Context: an optimization exercise on an open-source flow, tuned for small area, a short achievable clock period and few clock cycles. The choices shown serve that exercise and are no tape-out recipe. RTL that was checked went through simulation tests only; none was proved equivalent to the original. For runs 3 and 4, only the layout was checked, not whether the RTL still works. Power and IR drop assume default switching activity.

### config.mk
export PLATFORM = sky130hd
export DESIGN_NAME = fgc_segmenter
export DESIGN_NICKNAME = fgc_segmenter
export VERILOG_FILES = /design/flow/design.v
export SDC_FILE = /design/flow/constraint.sdc
export NUM_CORES = 4
export LEC_CHECK = 0
export CAP_MARGIN = 20
export CORE_MARGIN = 2
export CORE_UTILIZATION = 40
export SLEW_MARGIN = 20
### constraint.sdc
create_clock -name core_clock -period 12.0 [get_ports {clk}]
set_input_delay 2.4000 -clock core_clock [delete_from_list [all_inputs] [get_ports {clk}]]
set_output_delay 2.4000 -clock core_clock [all_outputs]
set_load 0.01 [all_outputs]
### design.v
module fgc_segmenter (
    input  wire        clk,
    input  wire        rst,           
    input  wire        start,
    input  wire [31:0] fw_len,
    input  wire [31:0] cursor_in,
    input  wire [31:0] req_in,
    input  wire [31:0] rewind_in,
    input  wire [31:0] maxpkt,
    input  wire [7:0]  version,
    input  wire        use_chk,
    output wire        busy,
    output wire        fw_rd,
    output wire [23:0] fw_addr,
    input  wire [7:0]  fw_rdata,
    output wire        out_valid,
    output wire [7:0]  out_data,
    input  wire        out_ready,
    output reg         done,
    output wire [1:0]  result,
    output wire [3:0]  errcode,
    output wire [31:0] res_cursor,
    output wire [31:0] res_frames,
    output wire [31:0] out_len
);
    localparam [3:0] P_IDLE = 4'd0,
                     P_S1   = 4'd1,    
                     P_S2   = 4'd2,    
                     P_S3   = 4'd3,    
                     P_S4   = 4'd4,    
                     P_S5   = 4'd5,    
                     P_F    = 4'd8,    
                     P_H    = 4'd9,    
                     P_D    = 4'd10,   
                     P_C    = 4'd11,   
                     P_E    = 4'd12;   
    reg [3:0]  pst;
    reg        busy_r;
    reg [7:0]  ver;
    reg        chk;
    reg [23:0] cur;           
    reg        cneg, cbig;
    reg [23:0] left;          
    reg        qneg, qbig;
    reg [15:0] eff;           
    reg        mbig;
    reg [23:0] frames;        
    reg        rwok;
    reg [27:0] olen;          
    reg        lbig;
    reg [15:0] kc;            
    reg        kz;            
    reg [3:0]  hidx;
    reg        ext, last, ends;
    reg [7:0]  csum;
    reg        p2v;           
    reg [7:0]  o_d, s_d;
    reg        o_v, s_v;
    reg        rd_r;
    reg        r_err;
    reg [2:0]  r_code;
    assign busy       = busy_r;
    assign out_valid  = o_v;
    assign out_data   = o_d;
    assign fw_rd      = rd_r;
    assign fw_addr    = cur;
    assign result     = {r_err, 1'b0};
    assign errcode    = {1'b0, r_code};
    assign res_cursor = {8'd0, cur};
    assign res_frames = {8'd0, frames};
    assign out_len    = {4'd0, olen};
    wire [23:0] L      = olen[23:0];
    wire        v_lt4  = (ver < 8'd4);
    wire        c_gt   = cbig || (cur > L);
    wire [23:0] cur1   = cneg ? 24'd0 : (c_gt ? L : cur);
    wire [15:0] eff1   = v_lt4 ? ((mbig || eff > 16'd250) ? 16'd250 : eff)
                               : (mbig ? 16'hFFFF : eff);
    wire        e_len  = lbig;
    wire        e_ver  = (ver < 8'd3);
    wire        e_max  = !mbig && (eff == 16'd0);
    wire [24:0] sum    = {1'b0, cur} + {1'b0, frames};
    wire        do_skip = rwok && (frames < L);
    wire [23:0] rem    = olen[23:0];
    wire        q_ge   = qbig || (left >= rem);
    wire [23:0] avail  = qneg ? 24'd0 : (q_ge ? rem : left);
    wire        ends_w = qneg ? (rem == 24'd0) : q_ge;
    wire        e_long = !v_lt4 && (eff > 16'd65531) &&
                         ((left[23:16] != 8'd0) || (left[15:0] > 16'd65531));
    wire        consume = p2v && !s_v;
    reg [7:0] hb;
    always @(*) begin
        case (hidx)
            4'd0:    hb = 8'hFF;
            4'd1:    hb = ver;
            4'd2:    hb = {6'd0, ext, chk};
            4'd3:    hb = kc[15:8];
            4'd4:    hb = kc[7:0];
            4'd5:    hb = 8'h00;
            4'd6:    hb = 8'h1D;
            4'd7:    hb = 8'h0C;
            4'd8:    hb = 8'h02;
            4'd9:    hb = 8'h04;
            4'd10:   hb = kc[15:8];
            4'd11:   hb = kc[7:0];
            default: hb = {7'd0, ends && last};
        endcase
    end
    wire [7:0] pb = (pst == P_H) ? hb : (pst == P_D) ? fw_rdata : csum;
    wire rd_phase = ((pst == P_H) && (hidx == 4'd12)) || (pst == P_D);
    wire rd       = consume && rd_phase && !kz;
    wire fend     = consume && ((rd_phase && kz && !chk) || (pst == P_C));
    wire to_c     = consume && rd_phase && kz && chk;
    wire        le     = (left[23:16] == 8'd0) && (left[15:0] <= eff);
    wire [15:0] k4     = le ? (left[15:0] + 16'd4) : (eff + 16'd4);
    wire        ext_w  = !v_lt4 && (le ? ((left[23:16] != 8'd0) || (left[15:0] >= 16'd252))
                                       : (eff >= 16'd252));
    wire        fstart = (pst == P_F && !e_long) || (fend && !last);
    wire ofree = !o_v || out_ready;
    wire accept = start && !busy_r;
    reg [3:0]  pst_n;
    reg        busy_n, done_n, p2v_n, kz_n, s_v_n, o_v_n;
    reg [15:0] kc_n;
    reg [3:0]  hidx_n;
    reg [23:0] cur_n, left_n, frames_n;
    reg [27:0] olen_n;
    reg [15:0] eff_n;
    reg [7:0]  csum_n, o_d_n, s_d_n;
    reg        ext_n, last_n, ends_n, rwok_n, r_err_n;
    reg [2:0]  r_code_n;
    always @(*) begin
        pst_n    = pst;
        busy_n   = busy_r;
        done_n   = 1'b0;
        p2v_n    = p2v;
        kc_n     = kc;
        kz_n     = kz;
        hidx_n   = hidx;
        cur_n    = cur;
        left_n   = left;
        frames_n = frames;
        olen_n   = olen;
        eff_n    = eff;
        csum_n   = csum;
        ext_n    = ext;
        last_n   = last;
        ends_n   = ends;
        rwok_n   = rwok;
        r_err_n  = r_err;
        r_code_n = r_code;
        o_d_n    = o_d;
        s_d_n    = s_d;
        o_v_n    = o_v;
        s_v_n    = s_v;
        if (s_v) begin
            if (ofree) begin o_d_n = s_d; o_v_n = 1'b1; s_v_n = 1'b0; end
        end else if (consume) begin
            if (ofree) begin o_d_n = pb; o_v_n = 1'b1; end
            else       begin s_d_n = pb; s_v_n = 1'b1; end
        end else if (ofree) begin
            o_v_n = 1'b0;
        end
        if (consume) begin
            olen_n = olen + 28'd1;
            csum_n = csum ^ pb;
            if (pst == P_H) begin
                if (hidx == 4'd2 && !ext) hidx_n = 4'd4;
                else if (hidx != 4'd12)   hidx_n = hidx + 4'd1;
                if (hidx == 4'd4 || hidx == 4'd5 || hidx == 4'd6 || hidx == 4'd11) begin
                    kc_n = kc - 16'd1;
                    kz_n = (kc == 16'd1);
                end
            end
        end
        if (rd) begin
            cur_n  = cur + 24'd1;
            left_n = left - 24'd1;
            kc_n   = kc - 16'd1;
            kz_n   = (kc == 16'd1);
            pst_n  = P_D;
        end
        if (to_c) pst_n = P_C;
        if (fend && last) begin
            pst_n = P_E;
            p2v_n = 1'b0;
        end
        if (fstart) begin
            kc_n     = k4;
            kz_n     = 1'b0;
            ext_n    = ext_w;
            last_n   = le;
            frames_n = frames + 24'd1;
            csum_n   = 8'd0;
            hidx_n   = 4'd0;
            p2v_n    = 1'b1;
            pst_n    = P_H;
        end
        if (pst == P_E && !s_v && ofree) begin
            done_n   = 1'b1;
            r_err_n  = 1'b0;
            r_code_n = 3'd0;
            busy_n   = 1'b0;
            pst_n    = P_IDLE;
        end
        case (pst)
            P_S1: begin
                cur_n = cur1;
                eff_n = eff1;
                if (e_len || e_ver || e_max) begin
                    done_n   = 1'b1;
                    r_err_n  = 1'b1;
                    r_code_n = e_len ? 3'd3 : e_ver ? 3'd4 : 3'd7;
                    olen_n   = 28'd0;
                    busy_n   = 1'b0;
                    pst_n    = P_IDLE;
                end else begin
                    pst_n = P_S2;
                end
            end
            P_S2: begin
                frames_n = sum[23:0];
                rwok_n   = rwok && !sum[24];
                pst_n    = P_S3;
            end
            P_S3: begin
                if (do_skip) cur_n = frames;
                pst_n = P_S4;
            end
            P_S4: begin
                olen_n = {4'd0, L - cur};
                pst_n  = P_S5;
            end
            P_S5: begin
                left_n   = avail;
                ends_n   = ends_w;
                olen_n   = 28'd0;
                frames_n = 24'd0;
                pst_n    = P_F;
            end
            P_F: if (e_long) begin
                done_n   = 1'b1;
                r_err_n  = 1'b1;
                r_code_n = 3'd5;
                busy_n   = 1'b0;
                pst_n    = P_IDLE;
            end
            default: ;
        endcase
        if (rst) begin
            pst_n  = P_IDLE;
            busy_n = 1'b0;
            done_n = 1'b0;
            p2v_n  = 1'b0;
            o_v_n  = 1'b0;
            s_v_n  = 1'b0;
        end
    end
    wire rd_n = p2v_n && !s_v_n && !kz_n &&
                (((pst_n == P_H) && (hidx_n == 4'd12)) || (pst_n == P_D));
    always @(posedge clk) begin
        pst    <= pst_n;
        busy_r <= busy_n;
        done   <= done_n;
        p2v    <= p2v_n;
        kc     <= kc_n;
        kz     <= kz_n;
        hidx   <= hidx_n;
        cur    <= cur_n;
        left   <= left_n;
        frames <= frames_n;
        olen   <= olen_n;
        eff    <= eff_n;
        csum   <= csum_n;
        ext    <= ext_n;
        last   <= last_n;
        ends   <= ends_n;
        rwok   <= rwok_n;
        r_err  <= r_err_n;
        r_code <= r_code_n;
        o_d    <= o_d_n;
        s_d    <= s_d_n;
        o_v    <= o_v_n;
        s_v    <= s_v_n;
        rd_r   <= rd_n && !rst;
        if (accept && !rst) begin
            busy_r <= 1'b1;
            pst    <= P_S1;
            ver    <= version;
            chk    <= use_chk;
            olen   <= {4'd0, fw_len[23:0]};
            lbig   <= (fw_len[31:24] != 8'd0);
            cur    <= cursor_in[23:0];
            cneg   <= cursor_in[31];
            cbig   <= (cursor_in[30:24] != 7'd0);
            frames <= rewind_in[23:0];
            rwok   <= !rewind_in[31] && (rewind_in[30:24] == 7'd0);
            left   <= req_in[23:0];
            qneg   <= req_in[31];
            qbig   <= (req_in[30:24] != 7'd0);
            eff    <= maxpkt[15:0];
            mbig   <= (maxpkt[31:16] != 16'd0);
        end
    end
endmodule
### flow/run.sh
#!/bin/bash
# Standard ORFS layout (the standard.sh, standard synthesis unchanged),
# with repair_timing asked for extra setup slack so it optimises the
# achieved period, not just the 12 ns constraint. The SDC is unchanged.
set -euo pipefail
export SETUP_SLACK_MARGIN=8.5
bash standard.sh synth > synth.log 2>&1
bash standard.sh > layout.log 2>&1
### standard.sh
#!/bin/bash
# synth_recipe.tcl (not shown) runs the flow's synth.tcl, then flattens the netlist and writes it again
# the make line also repeats each setting of config.mk as NAME=value (left out here)
make -C /OpenROAD-flow-scripts/flow DESIGN_CONFIG=/design/flow/config.mk WORK_HOME=/design/flow/orfs CLKGATE_MAP_FILE= SYNTH_SCRIPT=/design/flow/synth_recipe.tcl "${@:-finish}"
==> notes.md, run 1 <==
* Outcome: finished clean
* M1 GR Usage at a little under two fifths
* Layer with the highest usage: met2
* H-tree levels at 4
* Vias per cell at 6.06
* Int Pwr at 1.89 mW
* CTS tree: yes
* Drt drc at 0
* Synth Register Bits at around 190
* Crit path time final at 3.70 ns
* Reg power frac at 28.0%
* Clk root buf: clkbuf_16
* Final setup fails at 0
* Fin Setup TNS at 0 ns
* Routed WL per cell at between 20 and 25 um
* Synth Area in Simple Gates at 20.4%
* Syn Area/Cell at 8.66 um2
* Die area at 43000 um2
* Ys async rst share at 0%
* Congestion Overflow GR at 0
* Worst Setup End Kind: output pin
* Slew @ Worst Pin at 1.11 ns
* Clock Sink Count at 194
* FMAX at 270 MHz
* Hold Startpoint: r_err
* Post-Route WL at 69300 um
* Clock power frac at 18.9%
* Leakage at 9.11 nW
* Syn-to-layout area delta at 39.1%
* Mapped cell area at 16600 um2
* Post-synth EDFFs at roughly 140
* Die W at 207 um
* Post-Synth XOR/XNOR Area at 8.57%
* VDD IR max at 0.110 mV
* Share of cells above drive strength 1 at a little under a quarter
* Fillers at 3697
* Fin nets at 2688
* Sequential-to-total area share from yosys stat at 31.9%
* Final hold vios at 0
* Routability congestion estimate at 0.917
* Largest net degree at the start of global routing at 39
* CORE AREA at 40800 um2
* CTS Hold Bufs at 0
* Slew Viols, Final at 0
* WS Path Type: reg2out
* Drt pass-1 iters at 5
* Number of global-route vias before repair at roughly 17k
* Synth warn at 1
* Crit path arrival time at 1.30 ns
* Global Route met2 Usage at 51.5%
* Via count at approximately 18k
* Reg-to-Reg Start: cur[7]
* Post-synthesis mux area share at 2.67%
* Die Y at 207 um
* TritonCTS Buffers at 17
* Clock Path Buffers at 2
* Worst skew pair latency at 0.48 ns
* Worst Setup Start Kind: flip-flop
* Worst Hold Class: reg2reg
* CP required at roughly 9.6 ns
* Cells after Synth at 1912
* Most common cell after layout, fill and taps aside: nor2_1
* Sw power at roughly 1.3 mW
* Initial antenna violation count at 1
* RSZ-0062 raised after global routing: true
* Total global-route track usage at 30.6%
* Detailed placement HPWL at 45400 um
* Critical Path Start: cur[3]
* Power Dens Cells at roughly 140 nW/um2
* Met3 Usage GRT at under 10%
* Comb power frac at 53.1%
* Max_slew headroom at 25.2%
* CP max stage cell: edfxtp_1
* Largest family of logic cells by synthesized area: compound AO/OA/AOI/OAI gates
* IO Port Bufs at 296
* IO Pins at roughly 320
* Compound-cell area share of the yosys netlist at 20.5%
* Synth Area in Adders at approximately a tenth
* Top cell by count, worst path: buf_6
* Most frequent cells in the layout: nor2_1, buf_4, clkdlybuf4s50_1
* First-pass GRT wire length at 102000 um
* Switching Share at 40.2%
* Number of distinct library cells after synthesis at 93
* Crit-path max cell delay at 0.44 ns
* Crit-path cells: buf_6, buf_6, buf_6
* Tcrit/Tclk final at 30.9%
* Worst-path fanout max at 2
* Initial Utilization at 40.6%
* ANT cells at 0
* Worst hold margin at 0.448 ns
* Most frequently used flop master after synthesis: edfxtp_1
* # rows at 74
* Clock-pin slew on the worst setup and hold paths at about 0.09 ns
* Max-Cap Viols at 0
* 1st-iter DRT viols at between 1.5k and 2k
* Skew final at 0.0185 ns
* Routed Antenna Nets at 0
cells by family (layout without fill, tap and decap cells):
group,count (synthesis),count (layout)
AO/OA/AOI/OAI,508,508
XOR/XNOR,162,162
adder cells (fa/ha/maj),126,126
buffers and inverters,224,681
flip-flops,194,194
multiplexers,43,43
other,1,22
AND/OR/NAND/NOR,654,658
metal layers:
metal  vias to the layer above  wire length (um)
met5                         -                 0
li1                       8022                 -
met2                       946             33000
met3                       211              5230
met1                      8548             27100
met4                         0              3940
per-stage QoR:
stage          std cells  total power, mW  area, um2  worst slack (ns)  util (%)
2_1_floorplan       1933             1.72      17000              7.80         -
3_3_place_gp        2649             2.14      19900              5.88      48.7
3_5_place_dp        2649             2.15      19900              5.82      48.7
4_1_cts             2869             3.01      22300              8.30      54.6
5_1_grt             2926             3.30      23000              8.27      56.4
6_report            2926             3.16      23000              8.30      56.4
power groups by stage:
stage                     registers [mW]  clock network [mW]  logic, mW
after global routing               0.887               0.625       1.79
after floorplan                    0.915                   0      0.807
after CTS                          0.879               0.603       1.53
after global placement             0.977                   0       1.16
final                              0.885               0.599       1.68
after detailed placement           0.975                   0       1.18
registers in the layout, indices dropped and copies added (netlist names), 16 cells and up:
| signal | flops |
|---|---|
| cur | 24 |
| eff | 16 |
| frames | 24 |
| kc | 16 |
| left | 24 |
| olen | 28 |
path summary, 6_finish.rpt:
check / end / slack, ns / cells past startpoint
worst max-delay path: res_cursor[3] / 8.30 / 3
worst min-delay path: r_err / 0.45 / 2
worst max register to register: cur[17] / 8.54 / 13
worst min register to register: r_err / 0.45 / 2
layout make-up:
type / instances / area, um2 / share of cell area (%)
Inverter: 94 / 389 / 1.69
Timing Repair inverter: 2 / 32.5 / 0.141
Sequential cell: 194 / 5390 / 23.4
Multi-Input combinational cell: 1519 / 10800 / 46.9
Timing Repair Buffer: 553 / 5190 / 22.5
Clock buffer: 20 / 469 / 2.04
Clock inverter: 12 / 109 / 0.473
Tap cell: 532 / 666 / 2.89
worst max-delay path, delay by kind of cell (launching register included):
family	cells	cell delay, ns
DFF	1	0.44
buffers and inverters	3	0.38
cell usage after synthesis (all sizes together) (7+ instances only):
cell,count,area share [%]
o221ai,20,1.1
nand3,62,1.9
nor4,35,1.5
o22ai,39,1.9
a211oi,10,0.45
a21o,25,1.1
xor2,52,2.8
a21oi,132,4.1
buf,64,2.7
clkbuf,66,1.5
nand4,32,1.2
nor4b,7,0.50
a221o,8,0.48
o211ai,7,0.32
mux2,9,0.61
nand2b,20,0.76
mux2i,34,2.1
a221oi,42,2.3
and2,13,0.49
o21a,39,1.8
nand2,116,2.6
nor2,188,4.3
o21bai,8,0.36
dfxtp,55,6.6
a31oi,9,0.38
nand3b,7,0.32
and3,18,0.70
or3,14,0.53
nor3,76,2.4
inv,94,2.1
o21ai,122,3.7
ha,124,9.4
edfxtp,139,25
and4,14,0.74
or4,11,0.53
nor2b,18,0.68
xnor2,110,5.8
timing repair:
| item | 4_1_cts | 5_1_grt |
|---|---|---|
| gates cloned | 15 | 1 |
| pin swaps | 20 | 25 |
| setup endpoints to repair | 355 | 177 |
| gates resized for setup | 605 | 99 |
| buffers inserted | 173 | 56 |
Testbench counts, summed over its fixed seeds: cycles 219,739.
==> run 2, diff against run 1 <==
==> run.sh (new file) <==
#!/bin/bash
# synth_recipe.tcl (not shown) runs the flow's synth.tcl, then flattens the netlist and writes it again
# the make line also repeats each setting of config.mk as NAME=value (left out here)
make -C /OpenROAD-flow-scripts/flow DESIGN_CONFIG=/design/flow/config.mk WORK_HOME=/design/flow/orfs CLKGATE_MAP_FILE= SYNTH_SCRIPT=/design/flow/synth_recipe.tcl finish
removed: flow/run.sh
removed: standard.sh
==> notes.md, run 2 <==
* Number of flip-flops in the largest register at 28 (unchanged)
* Fillers at 3941 (+6.6%)
* Clock Sink Count at 194 (unchanged)
* Outcome: finished clean
* Detailed placement HPWL at 45400 um (about the same)
* CTS tree: yes
* Synth area leader: edfxtp_1
* Final hold vios at 0 (unchanged)
* Max-Cap Viols at 0 (unchanged)
* Congestion Overflow GR at 0 (unchanged)
* Worst Setup End Kind: flip-flop
* CTS Hold Bufs at 0 (unchanged)
* Leakage at 7.49 nW (-18%)
* Initial antenna violation count at 0 (-1)
* Placed insts at 2649 (unchanged)
* Clk root buf: clkbuf_16
* Post-Route WL at 59400 um (-14%)
* Skew final at 0.0143 ns (-0.00421 ns)
* Tcrit/Tclk final at 46.0% (+15 points)
* Post-route cell area at 20300 um2 (-12%)
* First-pass GRT wire length at 90000 um (-12%)
* Commonest cells in the netlist: nor2_1, edfxtp_1, a21oi_1
* Die W at 207 um (unchanged)
* Worst-path fanout max at 82 (+80)
* Multi-input logic area at 10300 um2 (-4.3%)
* Post-CTS setup buffers at 0 (-100%)
* DP Area at 19700 um2 (-0.79%)
* IO Pins at 319 (unchanged)
* Final non-filler cell total at 2682 (-8.3%)
* Worst Setup Start Kind: primary input
* Most frequent cells in the layout: clkdlybuf4s50_1, nor2_1, edfxtp_1
* Max_slew headroom at 33.1% (+7.9 points)
* Slew @ Worst Pin at 0.998 ns (-0.114 ns)
* Number of distinct library cells after synthesis at 93 (unchanged)
* Worst Hold Class: reg2reg
* # rows at 74 (unchanged)
* Slew Viols, Final at 0 (unchanged)
* VDD IR max at 0.0852 mV (-23%)
* Worst skew pair latency at 0.47 ns (about the same)
* Mapped cell area at 16600 um2 (unchanged)
* TritonCTS Buffers at 17 (unchanged)
* Sequential-to-total area share from yosys stat at 31.9% (unchanged)
* Synth top area share at 25.2% (unchanged)
* Reg-to-Reg Start: pst[1]
* Synth Register Bits at 194 (unchanged)
* Top-count cell post-synth: nor2_1
* Critical Path Start: rst
* Cells after Synth at 1912 (unchanged)
* CORE AREA at 40800 um2 (unchanged)
* Share of cells above drive strength 1 at 4.84% (-19 points)
* # resized after CTS at 0 (-100%)
* Worst setup margin at 6.48 ns (-1.82 ns)
* Die Y at 207 um (unchanged)
* Vias per cell at 5.94 (-1.9%)
* Via count at 15.9k (-10%)
* Most common cell after layout, fill and taps aside: clkdlybuf4s50_1
* Crit path time final at 5.52 ns (+1.82 ns)
* WS Path Type: in2reg
* Reg area at 5280 um2 (-2.0%)
* DP Worst Slack at 5.99 ns (+0.172 ns)
* 1st-iter DRT viols at 1379 (-16%)
* Initial Utilization at 40.6% (unchanged)
* Routed WL per cell at 22.2 um (-6.4%)
* Die area at 43000 um2 (unchanged)
* Largest net degree at the start of global routing at 83 (+110%)
* H-tree levels at 4 (unchanged)
* Ys async rst share at 0% (unchanged)
* Syn-to-layout area delta at 22.7%
* Fin nets at 2444 (-9.1%)
* Clock-pin slew on the worst setup and hold paths at 0.07 ns (-0.02 ns)
* Power Dens Cells at 136 nW/um2 (-1.1%)
* Synth warn at 1 (unchanged)
* Fin Setup TNS at 0 ns (unchanged)
* ANT cells at 0 (unchanged)
* Most frequently used flop master after synthesis: edfxtp_1
* Syn Area/Cell at 8.66 um2 (unchanged)
* IO Port Bufs at 296 (unchanged)
* Drt drc at 0 (unchanged)
* Clock Path Buffers at 2 (unchanged)
* Final setup fails at 0 (unchanged)
* RSZ-0062 raised after global routing: false
* Post-synth EDFFs at 139 (unchanged)
* Top reg by flops: olen
* FMAX at 181 MHz (-33%)
* Drt pass-1 iters at 6 (+1)
* Crit path arrival time at 5.74 ns (+4.44 ns)
* Synth area leaders: edfxtp_1, ha_1, dfxtp_1, xnor2_1, nor2_1
* CP required at 12.22 ns (+2.62 ns)
* Routability congestion estimate at 0.924 (+0.83%)
* Routed Antenna Nets at 0 (unchanged)
* Number of global-route vias before repair at 15.5k (-9.7%)
* Total global-route track usage at 26.8% (-3.8 points)
* Hold Startpoint: r_err
## run 2: layout make-up
type / count / share of cell area, %
clock buffers: 20 / 2.36
clock inverters: 12 / 0.554
inverters: 94 / 1.74
multi-input cells: 1515 / 50.8
flip-flops and latches: 194 / 26.0
well taps: 532 / 3.28
repair buffers: 315 / 15.3
## run 2: path summary, 6_finish.rpt
kind,to,slack [ns],cells past startpoint
worst max-delay path,eff[13],6.48,6
worst min-delay path,r_err,0.46,2
worst max register to register,frames[23],7.82,9
worst min register to register,r_err,0.46,2
## run 2: metrics by stage
stage               utilization [%]  hold WS, ns  power [mW]
floorplan                         -        0.423        1.70
global placement               48.3        0.436        2.13
detailed placement             48.3        0.456        2.14
CTS                            49.7        0.468        2.75
global route                   49.8        0.482        2.91
finish                         49.8        0.464        2.76
## run 2: critical path: stages
cell and delay [ns]:
clkdlybuf4s50_1 0.87, nand2b_4 0.46, buf_4 0.55, buf_4 0.77, nand2_1 0.41, o21a_1 0.21
## run 2: kinds of logic (layout without fill, tap and decap cells)
kind of cell | Yosys count | count (layout) | synth area share (%)
AOI/OAI and AO/OA | 508 | 508 | 20.5
xor gates and xnor gates | 162 | 162 | 8.57
adders and majority gates | 126 | 126 | 9.61
buffers and inverters | 224 | 441 | 6.36
DFF | 194 | 194 | 31.9
muxes | 43 | 43 | 2.67
other | 1 | 22 | 0.0226
and+or+nand+nor | 654 | 654 | 20.4
## run 2: report_power, final
part / internal, mW / switching (mW)
Sequential: 0.795 / 0.172
Clock: 0.315 / 0.292
Combinational: 0.561 / 0.624
## run 2: layer usage
| layer | part of all wire, % | global-route usage, % | vias up | wire, um |
|---|---|---|---|---|
| met2 | 48 | 44.5 | 706 | 28400 |
| met1 | 42 | 34.8 | 7600 | 24900 |
| met3 | 6.9 | 4.45 | 112 | 4080 |
| met5 | 0 | 0 | - | 0 |
| li1 | - | - | 7517 | - |
| met4 | 3.6 | 10.4 | 0 | 2120 |
==> run 3, diff against run 2 <==
--- a/design.v
+++ b/design.v
@@ -29,6 +29,7 @@
                      P_S3   = 4'd3,    
                      P_S4   = 4'd4,    
                      P_S5   = 4'd5,    
+                     P_S6   = 4'd6,    
                      P_F    = 4'd8,    
                      P_H    = 4'd9,    
                      P_D    = 4'd10,   
@@ -71,19 +72,26 @@
     assign out_len    = {4'd0, olen};
     wire [23:0] L      = olen[23:0];
     wire        v_lt4  = (ver < 8'd4);
-    wire        c_gt   = cbig || (cur > L);
-    wire [23:0] cur1   = cneg ? 24'd0 : (c_gt ? L : cur);
     wire [15:0] eff1   = v_lt4 ? ((mbig || eff > 16'd250) ? 16'd250 : eff)
                                : (mbig ? 16'hFFFF : eff);
     wire        e_len  = lbig;
     wire        e_ver  = (ver < 8'd3);
     wire        e_max  = !mbig && (eff == 16'd0);
-    wire [24:0] sum    = {1'b0, cur} + {1'b0, frames};
-    wire        do_skip = rwok && (frames < L);
-    wire [23:0] rem    = olen[23:0];
-    wire        q_ge   = qbig || (left >= rem);
-    wire [23:0] avail  = qneg ? 24'd0 : (q_ge ? rem : left);
-    wire        ends_w = qneg ? (rem == 24'd0) : q_ge;
+    wire        st_s1  = (pst == P_S1);
+    wire        st_s2  = (pst == P_S2);
+    wire        st_s3  = (pst == P_S3);
+    wire        st_s4  = (pst == P_S4);
+    wire        st_s5  = (pst == P_S5);
+    wire        a_olen = st_s1 || st_s3 || st_s4 || st_s5;
+    wire        b_left = st_s5;
+    wire        inv    = st_s1 || st_s3 || st_s4 || st_s5;
+    wire        cin    = !(st_s2 || st_s3 || st_s5);
+    wire [23:0] a_w    = a_olen ? olen[23:0] : (st_s2 ? frames : 24'd0);
+    wire [23:0] b_w    = b_left ? (qneg ? 24'd0 : left) : cur;
+    wire [24:0] y      = {1'b0, a_w} + ({1'b0, b_w} ^ {25{inv}}) + {24'd0, cin};
+    wire        c_gt   = cbig || y[24];
+    wire        do_skip = rwok && !y[24];
+    wire        ends_w = (qbig && !qneg) || y[24];
     wire        e_long = !v_lt4 && (eff > 16'd65531) &&
                          ((left[23:16] != 8'd0) || (left[15:0] > 16'd65531));
     wire        consume = p2v && !s_v;
@@ -110,10 +118,12 @@
     wire rd       = consume && rd_phase && !kz;
     wire fend     = consume && ((rd_phase && kz && !chk) || (pst == P_C));
     wire to_c     = consume && rd_phase && kz && chk;
-    wire        le     = (left[23:16] == 8'd0) && (left[15:0] <= eff);
-    wire [15:0] k4     = le ? (left[15:0] + 16'd4) : (eff + 16'd4);
-    wire        ext_w  = !v_lt4 && (le ? ((left[23:16] != 8'd0) || (left[15:0] >= 16'd252))
-                                       : (eff >= 16'd252));
+    reg         le;       
+    wire [23:0] left_dec = left - 24'd1;
+    wire [23:0] left_le  = rd ? left_dec : left;    
+    wire [15:0] k      = le ? left[15:0] : eff;
+    wire [15:0] k4     = {k[15:2] + 14'd1, k[1:0]};
+    wire        ext_w  = !v_lt4 && (le ? (left[15:0] >= 16'd252) : (eff >= 16'd252));
     wire        fstart = (pst == P_F && !e_long) || (fend && !last);
     wire ofree = !o_v || out_ready;
     wire accept = start && !busy_r;
@@ -172,8 +182,8 @@
             end
         end
         if (rd) begin
-            cur_n  = cur + 24'd1;
-            left_n = left - 24'd1;
+            cur_n  = y[23:0];
+            left_n = left_dec;
             kc_n   = kc - 16'd1;
             kz_n   = (kc == 16'd1);
             pst_n  = P_D;
@@ -203,7 +213,8 @@
         end
         case (pst)
             P_S1: begin
-                cur_n = cur1;
+                if (cneg)      cur_n = 24'd0;
+                else if (c_gt) cur_n = L;
                 eff_n = eff1;
                 if (e_len || e_ver || e_max) begin
                     done_n   = 1'b1;
@@ -217,23 +228,27 @@
                 end
             end
             P_S2: begin
-                frames_n = sum[23:0];
-                rwok_n   = rwok && !sum[24];
+                cur_n    = y[23:0];           
+                frames_n = cur;               
+                rwok_n   = rwok && !y[24];
                 pst_n    = P_S3;
             end
             P_S3: begin
-                if (do_skip) cur_n = frames;
+                if (!do_skip) cur_n = frames;
                 pst_n = P_S4;
             end
             P_S4: begin
-                olen_n = {4'd0, L - cur};
+                olen_n = {4'd0, y[23:0]};     
                 pst_n  = P_S5;
             end
             P_S5: begin
-                left_n   = avail;
+                left_n   = ends_w ? L : (qneg ? 24'd0 : left);
                 ends_n   = ends_w;
                 olen_n   = 28'd0;
                 frames_n = 24'd0;
+                pst_n    = P_S6;
+            end
+            P_S6: begin
                 pst_n    = P_F;
             end
             P_F: if (e_long) begin
@@ -281,17 +296,13 @@
         o_v    <= o_v_n;
         s_v    <= s_v_n;
         rd_r   <= rd_n && !rst;
-        if (accept && !rst) begin
-            busy_r <= 1'b1;
-            pst    <= P_S1;
+        le     <= (left_le[23:16] == 8'd0) && (left_le[15:0] <= eff);
+        if (!busy_r) begin
             ver    <= version;
             chk    <= use_chk;
-            olen   <= {4'd0, fw_len[23:0]};
             lbig   <= (fw_len[31:24] != 8'd0);
-            cur    <= cursor_in[23:0];
             cneg   <= cursor_in[31];
             cbig   <= (cursor_in[30:24] != 7'd0);
-            frames <= rewind_in[23:0];
             rwok   <= !rewind_in[31] && (rewind_in[30:24] == 7'd0);
             left   <= req_in[23:0];
             qneg   <= req_in[31];
@@ -299,5 +310,14 @@
             eff    <= maxpkt[15:0];
             mbig   <= (maxpkt[31:16] != 16'd0);
         end
+        if (accept) begin
+            olen   <= {4'd0, fw_len[23:0]};
+            cur    <= cursor_in[23:0];
+            frames <= rewind_in[23:0];
+        end
+        if (accept && !rst) begin
+            busy_r <= 1'b1;
+            pst    <= P_S1;
+        end
     end
 endmodule
==> flow/run.sh (new file) <==
#!/bin/bash
# Standard ORFS layout (the standard.sh, standard synthesis unchanged),
# with repair_timing asked for extra setup slack so it optimises the
# achieved period, not just the 12 ns constraint. The SDC is unchanged.
set -euo pipefail
export SETUP_SLACK_MARGIN=8.5
bash standard.sh synth > synth.log 2>&1
bash standard.sh > layout.log 2>&1
==> standard.sh (new file) <==
#!/bin/bash
# synth_recipe.tcl (not shown) runs the flow's synth.tcl, then flattens the netlist and writes it again
# the make line also repeats each setting of config.mk as NAME=value (left out here)
make -C /OpenROAD-flow-scripts/flow DESIGN_CONFIG=/design/flow/config.mk WORK_HOME=/design/flow/orfs CLKGATE_MAP_FILE= SYNTH_SCRIPT=/design/flow/synth_recipe.tcl "${@:-finish}"
removed: run.sh
==> notes.md, run 3 <==
* Commonest cells in the netlist: nor2_1, nand2_1, dfxtp_1
* Number of distinct library cells after synthesis at 93 (unchanged)
* Die Y at 198 um (-4.7%)
* Worst Hold Class: reg2reg
* Tcrit/Tclk final at 33.3% (-13 points)
* Slew @ Worst Pin at 1.17 ns (+0.169 ns)
* Skew final at 0.0141 ns (-0.000186 ns)
* Share of cells above drive strength 1 at 29.6% (+25 points)
* Synth Register Bits at 195 (+0.52%)
* Largest net degree at the start of global routing at 59 (-29%)
* Most frequent cells in the layout: nor2_1, clkdlybuf4s50_1, buf_4
* Synth top area share at 18.2% (-7.0 points)
* Detailed placement HPWL at 44500 um (-2.2%)
* CP required at 12.36 ns (+0.14 ns)
* Sequential-to-total area share from yosys stat at 32.1% (+0.20 points)
* Max-Cap Viols at 0 (unchanged)
* Vias per cell at 6.22 (+4.7%)
* Worst Setup End Kind: flip-flop
* Top-count cell post-synth: nor2_1
* Crit-path cells: nor2b_4, nand2_4, buf_12, clkinv_8, buf_12, mux2i_4, xnor2_2, fa_2, inv_2, fa_2, nand2b_4, a21oi_4, o41ai_4, o21a_4, a21o_4, buf_4, nand2_2, a222oi_1, a31oi_1
* TritonCTS Buffers at 17 (unchanged)
* CORE AREA at 36800 um2 (-9.9%)
* Crit-path max cell delay at 0.54 ns (-0.33 ns)
* Initial antenna violation count at 4 (+4)
* Worst Setup Start Kind: flip-flop
* Via count at 16.6k (+4.1%)
* Mapped cell area at 15000 um2 (-9.3%)
* Number of global-route vias before repair at 16.0k (+3.5%)
* Drt pass-1 iters at 9 (+3)
* Synth area leader: edfxtp_1
* Drt drc at 0 (unchanged)
* Synth warn at 1 (unchanged)
* CTS tree: yes
* Final hold vios at 0 (unchanged)
* WS Path Type: reg2reg
* Die W at 198 um (-4.7%)
* Crit path arrival time at 4.36 ns (-1.38 ns)
* Clk root buf: clkbuf_16
* Synth area leaders: edfxtp_1, dfxtp_1, nor2_1, xnor2_1, ha_1
* Total global-route track usage at 34.2% (+7.4 points)
* Initial Utilization at 40.8% (+0.28 points)
* H-tree levels at 4 (unchanged)
* 1st-iter DRT viols at 1989 (+44%)
* Syn Area/Cell at 8.42 um2 (-2.8%)
* Worst-path fanout max at 5 (-94%)
* Clock-pin slew on the worst setup and hold paths at 0.09 ns (+0.02 ns)
* IO Port Bufs at 296 (unchanged)
* VDD IR max at 0.0901 mV (+5.7%)
* Routability congestion estimate at 0.935 (+1.1%)
* Top reg by flops: olen
* WP buf/inv at 5 (+2)
* DP Area at 18100 um2 (-8.0%)
* CP max stage cell: o41ai_4
* Post-route cell area at 21900 um2 (+7.8%)
* Clock Path Buffers at 2 (unchanged)
* FMAX at 250 MHz (+38%)
* Number of flip-flops in the largest register at 28 (unchanged)
* Ys async rst share at 0% (unchanged)
* First-pass GRT wire length at 99900 um (+11%)
* Crit path time final at 4.00 ns (-1.52 ns)
* Syn-to-layout area delta at 45.8%
* Post-synth EDFFs at 91 (-35%)
* Routed Antenna Nets at 0 (unchanged)
* Max_slew headroom at 21.6% (-11 points)
* Post-layout util at 59.6% (+9.8 points)
* Outcome: finished clean
* IO Pins at 319 (unchanged)
* # rows at 70 (-5.4%)
* Fin Setup TNS at 0 ns (unchanged)
* Final setup fails at 0 (unchanged)
* Slew Viols, Final at 0 (unchanged)
* Die area at 39100 um2 (-9.1%)
* Worst skew pair latency at 0.48 ns (about the same)
* Fin nets at 2417 (-1.1%)
* Fillers at 3244 (-18%)
* Reg area at 5030 um2 (-4.7%)
* Cells after Synth at 1784 (-6.7%)
* Leakage at 8.33 nW (+11%)
* Congestion Overflow GR at 0 (unchanged)
* Routed WL per cell at 25.9 um (+17%)
* Largest delay share family, worst path: compound AO/OA/AOI/OAI gates
* Post-Route WL at 69000 um (+16%)
* Multi-input logic area at 10700 um2 (+3.8%)
* Power Dens Cells at 120 nW/um2 (-12%)
* Clock Sink Count at 195 (+0.52%)
* Most common cell after layout, fill and taps aside: nor2_1
* Final non-filler cell total at 2666 (-0.60%)
* Most frequently used flop master after synthesis: dfxtp_1
* RSZ-0062 raised after global routing: true
* Placed insts at 2432 (-8.2%)
## run 3: layout make-up
class,count,share of cell area [%]
clock inverter,15,0.651
tap,468,2.67
multi-input combinational,1416,48.9
inverter,47,0.862
timing repair buffer,507,22.0
antenna,1,0.0114
sequential,195,22.9
clock buffer,17,1.94
## run 3: path summary, 6_finish.rpt
| check | end | depth (start not counted) | slack, ns | startpoint |
|---|---|---|---|---|
| setup / recovery | cur[19] | 19 | 8.00 | pst[0] |
| setup reg to reg | cur[19] | 19 | 8.00 | pst[0] |
| hold / removal | csum[1] | 2 | 0.49 | csum[1] |
| hold reg to reg | csum[1] | 2 | 0.49 | csum[1] |
## run 3: worst min-delay path, cell delays in order, from the launching register on
cell	delay, ns
dfxtp_1	0.32
o21ai_0	0.07
a21oi_1	0.06
## run 3: logic make-up after synthesis
family / count (synthesis) / synth area share (%)
AO/OA/AOI/OAI: 470 / 22.7
AND/OR/NAND/NOR: 655 / 21.4
adder cells (fa/ha/maj): 52 / 4.43
multiplexers: 68 / 4.63
other: 1 / 0.0250
buffers and inverters: 203 / 6.59
XOR/XNOR: 140 / 8.16
flip-flops: 195 / 32.1
## run 3: repair_timing
action,in CTS,in global routing
buffers inserted,149,35
cloned,16,1
resized for setup,669,128
pin swaps,107,82
endpoints found under the setup margin,262,132
hold buffers,0,0
endpoints found under the hold margin,0,0
## run 3: report_power, final
part / total, mW / internal, mW / leakage (nW) / switching [mW]
registers: 0.851 / 0.772 / 1.74 / 0.0794
clock network: 0.592 / 0.277 / 0.277 / 0.316
logic: 1.18 / 0.538 / 6.31 / 0.642
total: 2.62 / 1.59 / 8.33 / 1.04
## run 3: metal layers
layer	share of wire, %	track usage (%)	vias up
li1	-	-	7337
met1	40	43.6	7969
met2	45	54.3	1025
met3	9.2	7.53	249
met4	5.4	17.4	6
met5	0.052	0	-
## run 3: through the flow
| stage | power [mW] | worst slack, ns | hold WS [ns] |
|---|---|---|---|
| after global placement | 1.70 | 7.04 | 0.467 |
| after detailed placement | 1.71 | 6.89 | 0.469 |
| after floorplan | 1.38 | 8.35 | 0.427 |
| after global routing | 2.71 | 7.93 | 0.511 |
| after CTS | 2.50 | 8.01 | 0.489 |
| final | 2.62 | 8.00 | 0.493 |
==> run 4, diff against run 3 <==
==> flow/run.sh (replaced) <==
#!/bin/bash
# Standard ORFS layout (the standard.sh, standard synthesis unchanged),
# with repair_timing asked for extra setup slack so it optimises the
# achieved period, not just the 12 ns constraint. The SDC is unchanged.
set -euo pipefail
export SETUP_SLACK_MARGIN=8.0
bash standard.sh synth > synth.log 2>&1
bash standard.sh > layout.log 2>&1
==> notes.md, run 4 <==
* Final setup fails at 0 (unchanged)
* Most common cell after layout, fill and taps aside: clkdlybuf4s50_1
* Initial Utilization at 40.8% (unchanged)
* Clk root buf: clkbuf_16
* M1 GR Usage at 47.4% (+3.8 points)
* Top-count cell post-synth: nor2_1
* Worst Setup Start Kind: flip-flop
* Crit-path cells: nor2b_4, nand2_4, buf_12, clkinv_8, buf_12, mux2i_4, xnor2_2, fa_2, inv_2, fa_2, nand2b_4, a21oi_4, o41ai_4, o21a_4, a21o_4, buf_6, nand3b_4, and3_4, o22a_1
* ANT cells at 0 (-1)
* CTS tree: yes
* Commonest cells in the netlist: nor2_1, nand2_1, dfxtp_1
* Synth area leader: edfxtp_1
* Critical Path End: cur[20]
* First-pass GRT wire length at 95900 um (-4.0%)
* Synth area leaders: edfxtp_1, dfxtp_1, nor2_1, xnor2_1, ha_1
* 1st-iter DRT viols at 2415 (+21%)
* Comb power frac at 37.7% (-7.3 points)
* Total global-route track usage at 33.1% (-1.1 points)
* Leakage at 7.47 nW (-10%)
* Die W at 198 um (unchanged)
* Number of flip-flops in the largest register at 28 (unchanged)
* Drt pass-1 iters at 8 (-1)
* FMAX at 240 MHz (-3.8%)
* Most frequently used flop master after synthesis: dfxtp_1
* Number of distinct library cells after synthesis at 93 (unchanged)
* Post-synth EDFFs at 91 (unchanged)
* VDD IR max at 0.106 mV (+17%)
* Reg-to-Reg Start: pst[2]
* Post-route cell area at 20200 um2 (-7.8%)
* Synth top area share at 18.2% (unchanged)
* Post-Route WL at 67000 um (-2.8%)
* Clock Path Buffers at 2 (unchanged)
* Share of cells above drive strength 1 at 15.5% (-14 points)
* Crit path time final at 4.16 ns (+0.157 ns)
* Clock-pin slew on the worst setup and hold paths at 0.08 ns (about the same)
* Reg power frac at 36.9% (+4.5 points)
* Fin nets at 2311 (-4.4%)
* Congestion Overflow GR at 0 (unchanged)
* Fin Setup TNS at 0 ns (unchanged)
* Drt drc at 0 (unchanged)
* Sequential-to-total area share from yosys stat at 32.1% (unchanged)
* Met3 Usage GRT at 7.39% (-0.14 points)
* Routability congestion estimate at 0.938 (+0.37%)
* Outcome: finished clean
* Syn-to-layout area delta at 34.4%
* Number of global-route vias before repair at 14.9k (-7.1%)
* Routed Antenna Nets at 0 (unchanged)
* Switching Share at 38.2% (-1.3 points)
* Tcrit/Tclk final at 34.7% (+1.3 points)
* Die area at 39100 um2 (unchanged)
* Max-Cap Viols at 0 (unchanged)
* Path depth of the worst reg2reg path at 19 (unchanged)
* CP required at 12.36 ns (about the same)
* R2r setup slk at 7.84 ns (-0.16 ns)
* Crit-path max cell delay at 0.54 ns (about the same)
* Synth Register Bits at 195 (unchanged)
* Skew final at 0.0119 ns (-0.00220 ns)
* RR Endpoint: cur[20]
* Synth warn at 1 (unchanged)
* Die Y at 198 um (unchanged)
* RSZ-0062 raised after global routing: true
* Fillers at 3410 (+5.1%)
* Int Pwr at 1.53 mW (-3.7%)
* Worst skew pair latency at 0.47 ns (about the same)
* Initial antenna violation count at 1 (-3)
* Power Dens Cells at 122 nW/um2 (+2.2%)
* Vias per cell at 6.29 (+1.1%)
* IO Port Bufs at 296 (unchanged)
* Most frequent cells in the layout: clkdlybuf4s50_1, nor2_1, nand2_1
* IO Pins at 319 (unchanged)
* CP max stage cell: o41ai_4
* Clock Sink Count at 195 (unchanged)
* Sw power at 944 uW (-9.0%)
* Cells after Synth at 1784 (unchanged)
* Worst Hold Class: reg2reg
* Ys async rst share at 0% (unchanged)
* Slew @ Worst Pin at 1.16 ns (-0.00824 ns)
* Worst-path fanout max at 7 (+2)
* Reg area at 4890 um2 (-2.8%)
* DP Area at 18000 um2 (-0.63%)
* Largest net degree at the start of global routing at 59 (unchanged)
* H-tree levels at 4 (unchanged)
* # rows at 70 (unchanged)
* Slew Viols, Final at 0 (unchanged)
* Detailed placement HPWL at 47600 um (+7.2%)
* Final hold vios at 0 (unchanged)
* Clock power frac at 25.4% (+2.8 points)
* Routed WL per cell at 26.2 um (+1.3%)
* Top reg by flops: olen
* TritonCTS Buffers at 17 (unchanged)
* Global Route met2 Usage at 48.0% (-6.3 points)
* Layer with the highest usage: met2
* Max_slew headroom at 22.1% (+0.55 points)
* Crit path arrival time at 4.52 ns (+0.16 ns)
* WS Path Type: reg2reg
* CORE AREA at 36800 um2 (unchanged)
* Mapped cell area at 15000 um2 (unchanged)
* Worst Setup End Kind: flip-flop
* Via count at 16.1k (-3.0%)
* Multi-input logic area at 9860 um2 (-8.0%)
* Syn Area/Cell at 8.42 um2 (unchanged)
* Critical Path Start: pst[2]
-- run 4: cell counts after synthesis --
No cell type changed its count.
-- run 4: cells by family (layout without fill, tap and decap cells) --
family,Yosys count,count (layout),share of synthesized area (%)
AOI/OAI and AO/OA,470,471,22.7
muxes,68,68,4.63
other,1,22,0.0250
buffers and inverters,203,483,6.59
xor gates and xnor gates,140,140,8.16
DFF,195,195,32.1
and+or+nand+nor,655,660,21.4
adders and majority gates,52,52,4.43
-- run 4: timing repair --
item / CTS / global route
endpoints found under the setup margin: 163 / 94
resized for setup: 98 / 90
hold buffers: 0 / 0
cloned: 7 / 5
buffers inserted: 43 / 39
pin swaps: 17 / 64
-- run 4: layout make-up --
class | count | area share, %
Clock inverter | 11 | 0.682
Multi-Input combinational cell | 1413 | 48.8
Sequential cell | 195 | 24.2
Timing Repair Buffer | 404 | 20.1
Clock buffer | 21 | 2.39
Tap cell | 468 | 2.90
Inverter | 47 | 0.936
-- run 4: how the worst min path moves through the flow --
stage	start	to	slack, ns	depth (start not counted)
5_1_grt	csum[1]	csum[1]	0.51	2
3_3_place_gp	csum[2]	csum[2]	0.47	2
4_1_cts	csum[2]	csum[2]	0.49	2
6_report	csum[2]	csum[2]	0.49	2
3_5_place_dp	csum[2]	csum[2]	0.48	2
2_1_floorplan	r_err	r_err	0.43	1
-- run 4: worst max-delay path, delay by kind of cell (launching register included) --
family                     cells  cell delay (ns)
and+or+nand+nor                5             0.96
buffers and inverters          5             0.54
AOI/OAI and AO/OA              5             1.21
muxes                          1             0.24
adders and majority gates      2             0.61
xor gates and xnor gates       1             0.10
DFF                            1             0.39
-- run 4: power by group through the flow --
stage          clock network (mW)  registers, mW  logic (mW)
2_1_floorplan                   0          0.855       0.509
3_3_place_gp                    0          0.926       0.803
3_5_place_dp                    0          0.924       0.804
4_1_cts                     0.633          0.904       0.857
5_1_grt                     0.656          0.915       0.991
6_report                    0.627          0.914       0.932
-- run 4: through the flow --
step	instances	hold slack [ns]	total power, mW	utilization (%)	worst slack [ns]
3_3_place_gp	2433	0.466	1.73	49.0	6.79
4_1_cts	2515	0.493	2.39	52.8	7.96
3_5_place_dp	2433	0.483	1.73	49.0	6.64
2_1_floorplan	1805	0.427	1.36	-	7.94
5_1_grt	2559	0.514	2.56	54.9	7.78
6_report	2559	0.493	2.47	54.9	7.84
-- run 4: layer usage --
layer / wire length [um] / vias to the layer above / part of all wire [%]
met2: 28000 / 1017 / 42
met1: 28800 / 7785 / 43
li1: - / 7139 / -
met4: 2580 / 2 / 3.8
met3: 7670 / 146 / 11
met5: 11 / - / 0.016
==> run 5, diff against run 4 <==
--- a/design.v
+++ b/design.v
@@ -25,11 +25,14 @@
 );
     localparam [3:0] P_IDLE = 4'd0,
                      P_S1   = 4'd1,    
-                     P_S2   = 4'd2,    
-                     P_S3   = 4'd3,    
-                     P_S4   = 4'd4,    
-                     P_S5   = 4'd5,    
-                     P_S6   = 4'd6,    
+                     P_S1B  = 4'd2,    
+                     P_S2   = 4'd3,    
+                     P_S3   = 4'd4,    
+                     P_S3B  = 4'd5,    
+                     P_S4   = 4'd6,    
+                     P_S5   = 4'd7,    
+                     P_S5B  = 4'd13,   
+                     P_S6   = 4'd14,   
                      P_F    = 4'd8,    
                      P_H    = 4'd9,    
                      P_D    = 4'd10,   
@@ -77,21 +80,10 @@
     wire        e_len  = lbig;
     wire        e_ver  = (ver < 8'd3);
     wire        e_max  = !mbig && (eff == 16'd0);
-    wire        st_s1  = (pst == P_S1);
-    wire        st_s2  = (pst == P_S2);
-    wire        st_s3  = (pst == P_S3);
-    wire        st_s4  = (pst == P_S4);
-    wire        st_s5  = (pst == P_S5);
-    wire        a_olen = st_s1 || st_s3 || st_s4 || st_s5;
-    wire        b_left = st_s5;
-    wire        inv    = st_s1 || st_s3 || st_s4 || st_s5;
-    wire        cin    = !(st_s2 || st_s3 || st_s5);
-    wire [23:0] a_w    = a_olen ? olen[23:0] : (st_s2 ? frames : 24'd0);
+    reg         a_olen, a_fr, b_left, inv, cin, yflag;
+    wire [23:0] a_w    = a_olen ? olen[23:0] : (a_fr ? frames : 24'd0);
     wire [23:0] b_w    = b_left ? (qneg ? 24'd0 : left) : cur;
     wire [24:0] y      = {1'b0, a_w} + ({1'b0, b_w} ^ {25{inv}}) + {24'd0, cin};
-    wire        c_gt   = cbig || y[24];
-    wire        do_skip = rwok && !y[24];
-    wire        ends_w = (qbig && !qneg) || y[24];
     wire        e_long = !v_lt4 && (eff > 16'd65531) &&
                          ((left[23:16] != 8'd0) || (left[15:0] > 16'd65531));
     wire        consume = p2v && !s_v;
@@ -212,9 +204,7 @@
             pst_n    = P_IDLE;
         end
         case (pst)
-            P_S1: begin
-                if (cneg)      cur_n = 24'd0;
-                else if (c_gt) cur_n = L;
+            P_S1: begin                       
                 eff_n = eff1;
                 if (e_len || e_ver || e_max) begin
                     done_n   = 1'b1;
@@ -224,33 +214,38 @@
                     busy_n   = 1'b0;
                     pst_n    = P_IDLE;
                 end else begin
-                    pst_n = P_S2;
+                    pst_n = P_S1B;
                 end
             end
-            P_S2: begin
-                cur_n    = y[23:0];           
+            P_S1B: begin                      
+                if (cneg)                cur_n = 24'd0;
+                else if (cbig || yflag)  cur_n = L;
+                pst_n = P_S2;
+            end
+            P_S2: begin                       
+                cur_n    = y[23:0];
                 frames_n = cur;               
                 rwok_n   = rwok && !y[24];
                 pst_n    = P_S3;
             end
-            P_S3: begin
-                if (!do_skip) cur_n = frames;
+            P_S3: pst_n = P_S3B;              
+            P_S3B: begin                      
+                if (!rwok || yflag) cur_n = frames;
                 pst_n = P_S4;
             end
-            P_S4: begin
+            P_S4: begin                       
                 olen_n = {4'd0, y[23:0]};     
                 pst_n  = P_S5;
             end
-            P_S5: begin
-                left_n   = ends_w ? L : (qneg ? 24'd0 : left);
-                ends_n   = ends_w;
+            P_S5: pst_n = P_S5B;              
+            P_S5B: begin                      
+                ends_n   = (qbig && !qneg) || yflag;
+                left_n   = ((qbig && !qneg) || yflag) ? L : (qneg ? 24'd0 : left);
                 olen_n   = 28'd0;
                 frames_n = 24'd0;
                 pst_n    = P_S6;
             end
-            P_S6: begin
-                pst_n    = P_F;
-            end
+            P_S6: pst_n = P_F;
             P_F: if (e_long) begin
                 done_n   = 1'b1;
                 r_err_n  = 1'b1;
@@ -260,6 +255,10 @@
             end
             default: ;
         endcase
+        if (accept) begin
+            busy_n = 1'b1;
+            pst_n  = P_S1;
+        end
         if (rst) begin
             pst_n  = P_IDLE;
             busy_n = 1'b0;
@@ -297,6 +296,12 @@
         s_v    <= s_v_n;
         rd_r   <= rd_n && !rst;
         le     <= (left_le[23:16] == 8'd0) && (left_le[15:0] <= eff);
+        yflag  <= y[24];
+        a_olen <= (pst_n == P_S1) || (pst_n == P_S3) || (pst_n == P_S4) || (pst_n == P_S5);
+        inv    <= (pst_n == P_S1) || (pst_n == P_S3) || (pst_n == P_S4) || (pst_n == P_S5);
+        a_fr   <= (pst_n == P_S2);
+        b_left <= (pst_n == P_S5);
+        cin    <= !((pst_n == P_S2) || (pst_n == P_S3) || (pst_n == P_S5));
         if (!busy_r) begin
             ver    <= version;
             chk    <= use_chk;
@@ -315,9 +320,5 @@
             cur    <= cursor_in[23:0];
             frames <= rewind_in[23:0];
         end
-        if (accept && !rst) begin
-            busy_r <= 1'b1;
-            pst    <= P_S1;
-        end
     end
 endmodule
==> notes.md, run 5 <==
* Synth warn at 1 (unchanged)
* Vias per cell at 5.98 (-4.9%)
* Critical Path Start: olen[12]
* Number of flip-flops in the largest register at 28 (unchanged)
* Syn Area/Cell at 8.32 um2 (-1.2%)
* Congestion Overflow GR at 0 (unchanged)
* Synth Area in Simple Gates at 20.8% (-0.57 points)
* WS Path Type: reg2out
* Most common cell after layout, fill and taps aside: clkdlybuf4s50_1
* Path depth of the worst reg2reg path at 15 (-4)
* TritonCTS Buffers at 17 (unchanged)
* Final setup fails at 0 (unchanged)
* Worst Setup End Kind: output pin
* IO Port Bufs at 296 (unchanged)
* Routability congestion estimate at 0.936 (-0.19%)
* RR Endpoint: cur[16]
* Detailed placement HPWL at 41600 um (-13%)
* CTS tree: yes
* Die area at 38500 um2 (-1.6%)
* Number of distinct library cells after synthesis at 84 (-9.7%)
* Clk root buf: clkbuf_16
* Total global-route track usage at 28.6% (-4.5 points)
* Crit path time final at 3.97 ns (-0.190 ns)
* Top reg by flops: olen
* Largest family of logic cells by synthesized area: compound AO/OA/AOI/OAI gates
* DP Area at 17700 um2 (-1.7%)
* Most frequent cells in the layout: clkdlybuf4s50_1, nor2_1, nand2_1
* Skew final at 0.0148 ns (+0.00291 ns)
* Drt drc at 0 (unchanged)
* DP Worst Slack at 7.00 ns (+0.358 ns)
* Top-count cell post-synth: nor2_1
* Clock-pin slew on the worst setup and hold paths at 0.08 ns (about the same)
* CORE AREA at 36500 um2 (-0.71%)
* Power Dens Cells at 127 nW/um2 (+3.4%)
* IO Pins at 319 (unchanged)
* Worst Hold Class: reg2reg
* FMAX at 252 MHz (+4.8%)
* Drt pass-1 iters at 8 (unchanged)
* ANT cells at 0 (unchanged)
* R2r setup slk at 8.12 ns (+0.28 ns)
* Initial antenna violation count at 1 (unchanged)
* Clock Sink Count at 200 (+2.6%)
* Synth area leader: edfxtp_1
* Slew Viols, Final at 0 (unchanged)
* WP buf/inv at 1 (-4)
* Syn-to-layout area delta at 26.7%
* Commonest cells in the netlist: nor2_1, nand2_1, clkbuf_1
* Worst-path fanout max at 9 (+2)
* Fin nets at 2216 (-4.1%)
* RSZ-0062 raised after global routing: true
* Crit-path max cell delay at 0.60 ns (+0.06 ns)
* Worst setup margin at 8.03 ns (+0.190 ns)
* Most frequently used flop master after synthesis: dfxtp_1
* CP required at 9.60 ns (-2.76 ns)
* # rows at 70 (unchanged)
* Clock Path Buffers at 2 (unchanged)
* Synth Area in Adders at 4.51% (+0.075 points)
* Synth top area share at 18.5% (+0.31 points)
* WP depth at 1 (-18)
* Final hold vios at 0 (unchanged)
* Synth Register Bits at 200 (+2.6%)
* Synth area leaders: edfxtp_1, dfxtp_1, nor2_1, xnor2_1, ha_1
* 1st-iter DRT viols at 1592 (-34%)
* Post-synthesis mux area share at 2.59% (-2.0 points)
* Number of global-route vias before repair at 14.0k (-6.1%)
* Die W at 196 um (-0.82%)
* Leakage at 6.95 nW (-7.0%)
* CP max stage cell: clkdlybuf4s50_1
* Worst Setup Start Kind: flip-flop
* Post-Route WL at 56800 um (-15%)
* Largest delay share family, worst path: buffers and inverters
* Crit-path cells: clkdlybuf4s50_1
* Critical Path End: out_len[12]
* Crit path arrival time at 1.57 ns (-2.95 ns)
* Max-Cap Viols at 0 (unchanged)
* Post-route cell area at 18700 um2 (-7.3%)
* First-pass GRT wire length at 84300 um (-12%)
* Share of cells above drive strength 1 at 9.17% (-6.3 points)
* Largest net degree at the start of global routing at 89 (+51%)
* Cells after Synth at 1776 (-0.45%)
* Compound-cell area share of the yosys netlist at 23.0% (+0.30 points)
* Outcome: finished clean
* Routed Antenna Nets at 0 (unchanged)
* Reg-to-Reg Start: inv
* Post-synth EDFFs at 91 (unchanged)
* Routed WL per cell at 23.0 um (-12%)
* VDD IR max at 0.0888 mV (-16%)
* H-tree levels at 4 (unchanged)
* Mapped cell area at 14800 um2 (-1.7%)
* Ys async rst share at 0% (unchanged)
* Worst skew pair latency at 0.47 ns (about the same)
* Sequential-to-total area share from yosys stat at 33.3% (+1.2 points)
* Initial Utilization at 40.4% (-0.39 points)
* Fin Setup TNS at 0 ns (unchanged)
* Max_slew headroom at 33.3% (+11 points)
* Via count at 14.7k (-8.4%)
* Die Y at 196 um (-0.82%)
* Tcrit/Tclk final at 33.1% (-1.6 points)
* Post-Synth XOR/XNOR Area at 8.48% (+0.32 points)
* Slew @ Worst Pin at 0.994 ns (-0.165 ns)
==> run 5: how the worst min path moves through the flow <==
stage | startpoint | endpoint | slack [ns] | cells past startpoint
floorplan | le | last | 0.41 | 0
CTS | csum[0] | csum[0] | 0.50 | 2
detailed placement | csum[0] | csum[0] | 0.49 | 2
finish | csum[2] | csum[2] | 0.51 | 2
global route | csum[2] | csum[2] | 0.54 | 2
global placement | csum[0] | csum[0] | 0.47 | 2
==> run 5: logic make-up after synthesis <==
group / after synthesis
AO/OA/AOI/OAI: 479
AND/OR/NAND/NOR: 636
other: 1
XOR/XNOR: 143
multiplexers: 37
flip-flops: 200
buffers and inverters: 228
adder cells (fa/ha/maj): 52
==> run 5: power breakdown <==
part	internal [mW]	total (mW)	switching, mW
clock	0.274	0.579	0.305
sequential	0.785	0.924	0.140
combinational	0.419	0.866	0.447
total	1.48	2.37	0.891
==> run 5: layer usage <==
metal  wire length, um  share of wire, %  vias to the layer above  track usage [%]
met5                 0                 0                        -                0
met4              1590               2.8                        0             8.36
met3              3470               6.1                       92             4.19
met2             27000                48                      672             47.8
met1             24700                44                     7114             38.4
li1                  -                 -                     6858                -
==> run 5: repair_timing <==
item                                    CTS  global route
endpoints found under the setup margin   78            25
buffers inserted                         11            11
gates resized for setup                  45            22
hold buffers                              0             0
pin swaps                                 1             5
gates cloned                              0             4
==> run 5: stage by stage <==
| stage | total power [mW] | cells | util (%) | hold WS [ns] |
|---|---|---|---|---|
| floorplan | 1.41 | 1797 | - | 0.406 |
| global placement | 1.75 | 2406 | 48.5 | 0.474 |
| detailed placement | 1.75 | 2406 | 48.5 | 0.494 |
| CTS | 2.35 | 2449 | 50.6 | 0.505 |
| global route | 2.48 | 2464 | 51.2 | 0.540 |
| finish | 2.37 | 2464 | 51.2 | 0.506 |
==> run 5: final cells by class <==
class	instances	area, um2
fill	3465	17800
multi-input combinational	1369	8990
sequential	200	4960
timing repair buffer	344	3420
tap	468	586
clock buffer	17	425
inverter	51	196
clock inverter	15	138
Testbench counts of run 5, summed over its fixed seeds: cycles 221,019.
==> run 6, diff against run 5 <==
==> flow/run.sh (replaced) <==
#!/bin/bash
# Standard ORFS layout (the standard.sh, standard synthesis unchanged),
# with repair_timing asked for extra setup slack so it optimises the
# achieved period, not just the 12 ns constraint. The SDC is unchanged.
set -euo pipefail
export SETUP_SLACK_MARGIN=8.3
bash standard.sh synth > synth.log 2>&1
bash standard.sh > layout.log 2>&1
==> notes.md, run 6 <==
* IO Pins at 319 (unchanged)
* Routability congestion estimate at 0.914 (-2.4%)
* TritonCTS Buffers at 17 (unchanged)
* CORE AREA at 36500 um2 (unchanged)
* Worst Setup End Kind: flip-flop
* CTS tree: yes
* VDD IR max at 0.102 mV (+14%)
* Vias per cell at 6.04 (+0.97%)
* Largest delay share family, worst path: simple AND/OR/NAND/NOR gates
* Clock Sink Count at 200 (unchanged)
* Switching Share at 37.2% (-0.43 points)
* # rows at 70 (unchanged)
* RR Endpoint: cur[16]
* Synth warn at 1 (unchanged)
* Fin Setup TNS at 0 ns (unchanged)
* Int Pwr at 1.54 mW (+4.1%)
* Post-layout util at 52.5% (+1.3 points)
* Top-count cell post-synth: nor2_1
* WP buf/inv at 3 (+2)
* CP required at 12.33 ns (+2.73 ns)
* Hold Startpoint: csum[0]
* Drt pass-1 iters at 6 (-2)
* Syn-to-layout area delta at 29.8%
* ANT cells at 0 (unchanged)
* Final non-filler cell total at 2498 (+1.4%)
* Reg power frac at 37.5% (-1.5 points)
* Clock Path Buffers at 2 (unchanged)
* DP Worst Slack at 7.13 ns (+0.129 ns)
* DP Area at 17700 um2 (+0.16%)
* 1st-iter DRT viols at 1466 (-7.9%)
* Max-Cap Viols at 0 (unchanged)
* Final setup fails at 0 (unchanged)
* Most common cell after layout, fill and taps aside: nor2_1
* Die Y at 196 um (unchanged)
* Reg-to-Reg Start: qneg
* Crit path time final at 3.67 ns (-0.299 ns)
* Global Route met2 Usage at 47.4% (-0.46 points)
* Hold EP: csum[0]
* Post-synth EDFFs at 91 (unchanged)
* Number of distinct library cells after synthesis at 84 (unchanged)
* Crit path arrival time at 4.00 ns (+2.43 ns)
* Number of flip-flops in the largest register at 28 (unchanged)
* Total global-route track usage at 28.7% (+0.11 points)
* Mapped cell area at 14800 um2 (unchanged)
* H-tree levels at 4 (unchanged)
* Congestion Overflow GR at 0 (unchanged)
* Fin nets at 2250 (+1.5%)
* Comb power frac at 36.6% (about the same)
* Initial Utilization at 40.4% (unchanged)
* Clk root buf: clkbuf_16
* Cells after Synth at 1776 (unchanged)
* Path depth of the worst reg2reg path at 15 (unchanged)
* Final hold vios at 0 (unchanged)
* Die W at 196 um (unchanged)
* First-pass GRT wire length at 84800 um (+0.56%)
* Post-Route WL at 57000 um (+0.42%)
* Synth area leaders: edfxtp_1, dfxtp_1, nor2_1, xnor2_1, ha_1
* Sw power at 911 uW (+2.2%)
* Share of cells above drive strength 1 at 12.9% (+3.7 points)
* Clock-pin slew on the worst setup and hold paths at 0.08 ns (about the same)
* WS Path Type: in2reg
* Ys async rst share at 0% (unchanged)
* Die area at 38500 um2 (unchanged)
* Routed Antenna Nets at 0 (unchanged)
* Number of global-route vias before repair at 14.4k (+3.0%)
* IO Port Bufs at 296 (unchanged)
* Top cell by count, worst path: or4_1
* Fillers at 3525 (+1.7%)
* Top reg by flops: olen
* CP max stage cell: or4_1
* Placed insts at 2406 (unchanged)
* Skew final at 0.0122 ns (-0.00258 ns)
* Initial antenna violation count at 0 (-1)
* Worst Hold Class: reg2reg
* Worst Setup Start Kind: primary input
* Synth Register Bits at 200 (unchanged)
* Most frequent cells in the layout: nor2_1, clkdlybuf4s50_1, nand2_1
* Power Dens Cells at 128 nW/um2 (+0.91%)
* Sequential-to-total area share from yosys stat at 33.3% (unchanged)
* Routed WL per cell at 22.8 um (-0.95%)
* Met3 Usage GRT at 4.44% (+0.24 points)
* Most frequently used flop master after synthesis: dfxtp_1
* FMAX at 272 MHz (+8.1%)
* Worst setup margin at 8.33 ns (+0.299 ns)
* Slew @ Worst Pin at 1.15 ns (+0.152 ns)
* Slew Viols, Final at 0 (unchanged)
* Worst-path fanout max at 5 (-4)
* Syn Area/Cell at 8.32 um2 (unchanged)
* Synth top area share at 18.5% (unchanged)
* CTS Hold Bufs at 0 (unchanged)
* M1 GR Usage at 37.9% (-0.45 points)
* Detailed placement HPWL at 41100 um (-1.2%)
* Hold path cells at 2 (unchanged)
* Drt drc at 0 (unchanged)
* Synth area leader: edfxtp_1
* Max_slew headroom at 23.5% (-9.9 points)
* R2r setup slk at 8.33 ns (+0.21 ns)
* Largest net degree at the start of global routing at 89 (unchanged)
* Layer with the highest usage: met2
* Via count at 15.1k (+2.4%)
* Crit-path cells: buf_2, nor2b_4, buf_12, or4_1, a31o_4, a21oi_4, buf_4, or4_1, o211ai_1
* Tcrit/Tclk final at 30.6% (-2.5 points)
* Leakage at 7.37 nW (+6.0%)
* Commonest cells in the netlist: nor2_1, nand2_1, clkbuf_1
* Crit-path max cell delay at 0.48 ns (-0.12 ns)
* Worst skew pair latency at 0.46 ns (about the same)
* RSZ-0062 raised after global routing: true
* Outcome: finished clean
* Post-route cell area at 19200 um2 (+2.5%)
* Clock power frac at 25.9% (+1.5 points)
==> run 6: cell type report <==
type	instances	area (um2)	share of cell area, %
clock buffer	18	450	2.35
clock inverter	14	175	0.914
inverter	51	196	1.02
multi-input combinational	1369	9120	47.6
sequential	200	5060	26.4
tap	468	586	3.05
timing repair buffer	377	3580	18.7
timing repair inverter	1	5.00	0.0261
==> run 6: worst reg2reg max path, cell delays in order, from the launching register on <==
cell      delay (ns)
edfxtp_1        0.51
buf_4           0.19
buf_4           0.16
nor2b_1         0.36
mux2i_1         0.16
xnor2_1         0.16
ha_1            0.39
a21oi_1         0.23
nand2_1         0.12
a311oi_2        0.19
buf_4           0.17
nor2_2          0.06
a311o_1         0.36
o311ai_1        0.16
o221ai_1        0.19
o21a_1          0.15
==> run 6: cell families (layout without fill, tap and decap cells) <==
group	Yosys count	after routing	share of synthesized area, %
compound gates	479	479	23.0
xor+xnor	143	143	8.48
fa+ha+maj	52	52	4.51
buf+inv	228	461	7.28
flops	200	200	33.3
mux	37	37	2.59
other cells	1	22	0.0254
simple gates	636	636	20.8
==> run 6: metal layers <==
| layer | wire [um] | share of wire [%] |
|---|---|---|
| met5 | 0 | 0 |
| met3 | 4010 | 7.0 |
| met1 | 24100 | 42 |
| met2 | 27100 | 48 |
| met4 | 1780 | 3.1 |
==> run 6: how the worst max path moves through the flow <==
| stage | to | start | cells after the start |
|---|---|---|---|
| finish | inv | start | 9 |
| global route | cur[16] | inv | 16 |
| detailed placement | rd_r | start | 9 |
| global placement | rd_r | start | 9 |
| floorplan | frames[0] | start | 4 |
| CTS | cur[16] | inv | 15 |
==> run 6: per-stage QoR <==
step	hold slack, ns	power, mW
2_1_floorplan	0.406	1.42
3_3_place_gp	0.470	1.75
3_5_place_dp	0.485	1.75
4_1_cts	0.497	2.41
5_1_grt	0.522	2.56
6_report	0.498	2.45
==> run 6: power groups by stage <==
| stage | logic (mW) | registers, mW | clock network (mW) |
|---|---|---|---|
| after floorplan | 0.549 | 0.867 | 0 |
| after global placement | 0.809 | 0.938 | 0 |
| after detailed placement | 0.815 | 0.937 | 0 |
| after CTS | 0.846 | 0.916 | 0.643 |
| after global routing | 0.964 | 0.926 | 0.668 |
| final | 0.896 | 0.919 | 0.635 |
==> run 6: repair_timing <==
| item | 4_1_cts | 5_1_grt |
|---|---|---|
| pin swaps | 12 | 11 |
| endpoints found under the setup margin | 195 | 29 |
| gates resized for setup | 237 | 33 |
| cloned | 4 | 2 |
| setup buffers | 38 | 16 |

-- afterwards: timing with drivers on the ports --
Ports are ideal in the flow. The routed layouts listed here were re-timed in OpenROAD.
Step 1: set_driving_cell puts a clkbuf_16 on clk and a buf_2 on each other input, an assumption about the parent block.
Step 2 times the ports against the registers' clock, not the clock port: input delays grow and output delays shrink by t, the midpoint of the rising clock arrivals with the driver on.
Three values: ideal ports, drivers, drivers and shift; two values: the first two.
run | shift t [ns] | slack for setup (ns)
run 1 | 0.524 | 8.298 / 8.243 / 7.980
run 2 | 0.518 | 6.476 / 6.506 / 5.988
run 3 | 0.528 | 7.998 / 7.998 / 7.991
run 4 | 0.518 | 7.841 / 7.841 / 7.600
run 5 | 0.520 | 8.031 / 7.975 / 7.565
run 6 | 0.519 | 8.329 / 8.277 / 7.846
After both steps every run listed still meets setup and hold.
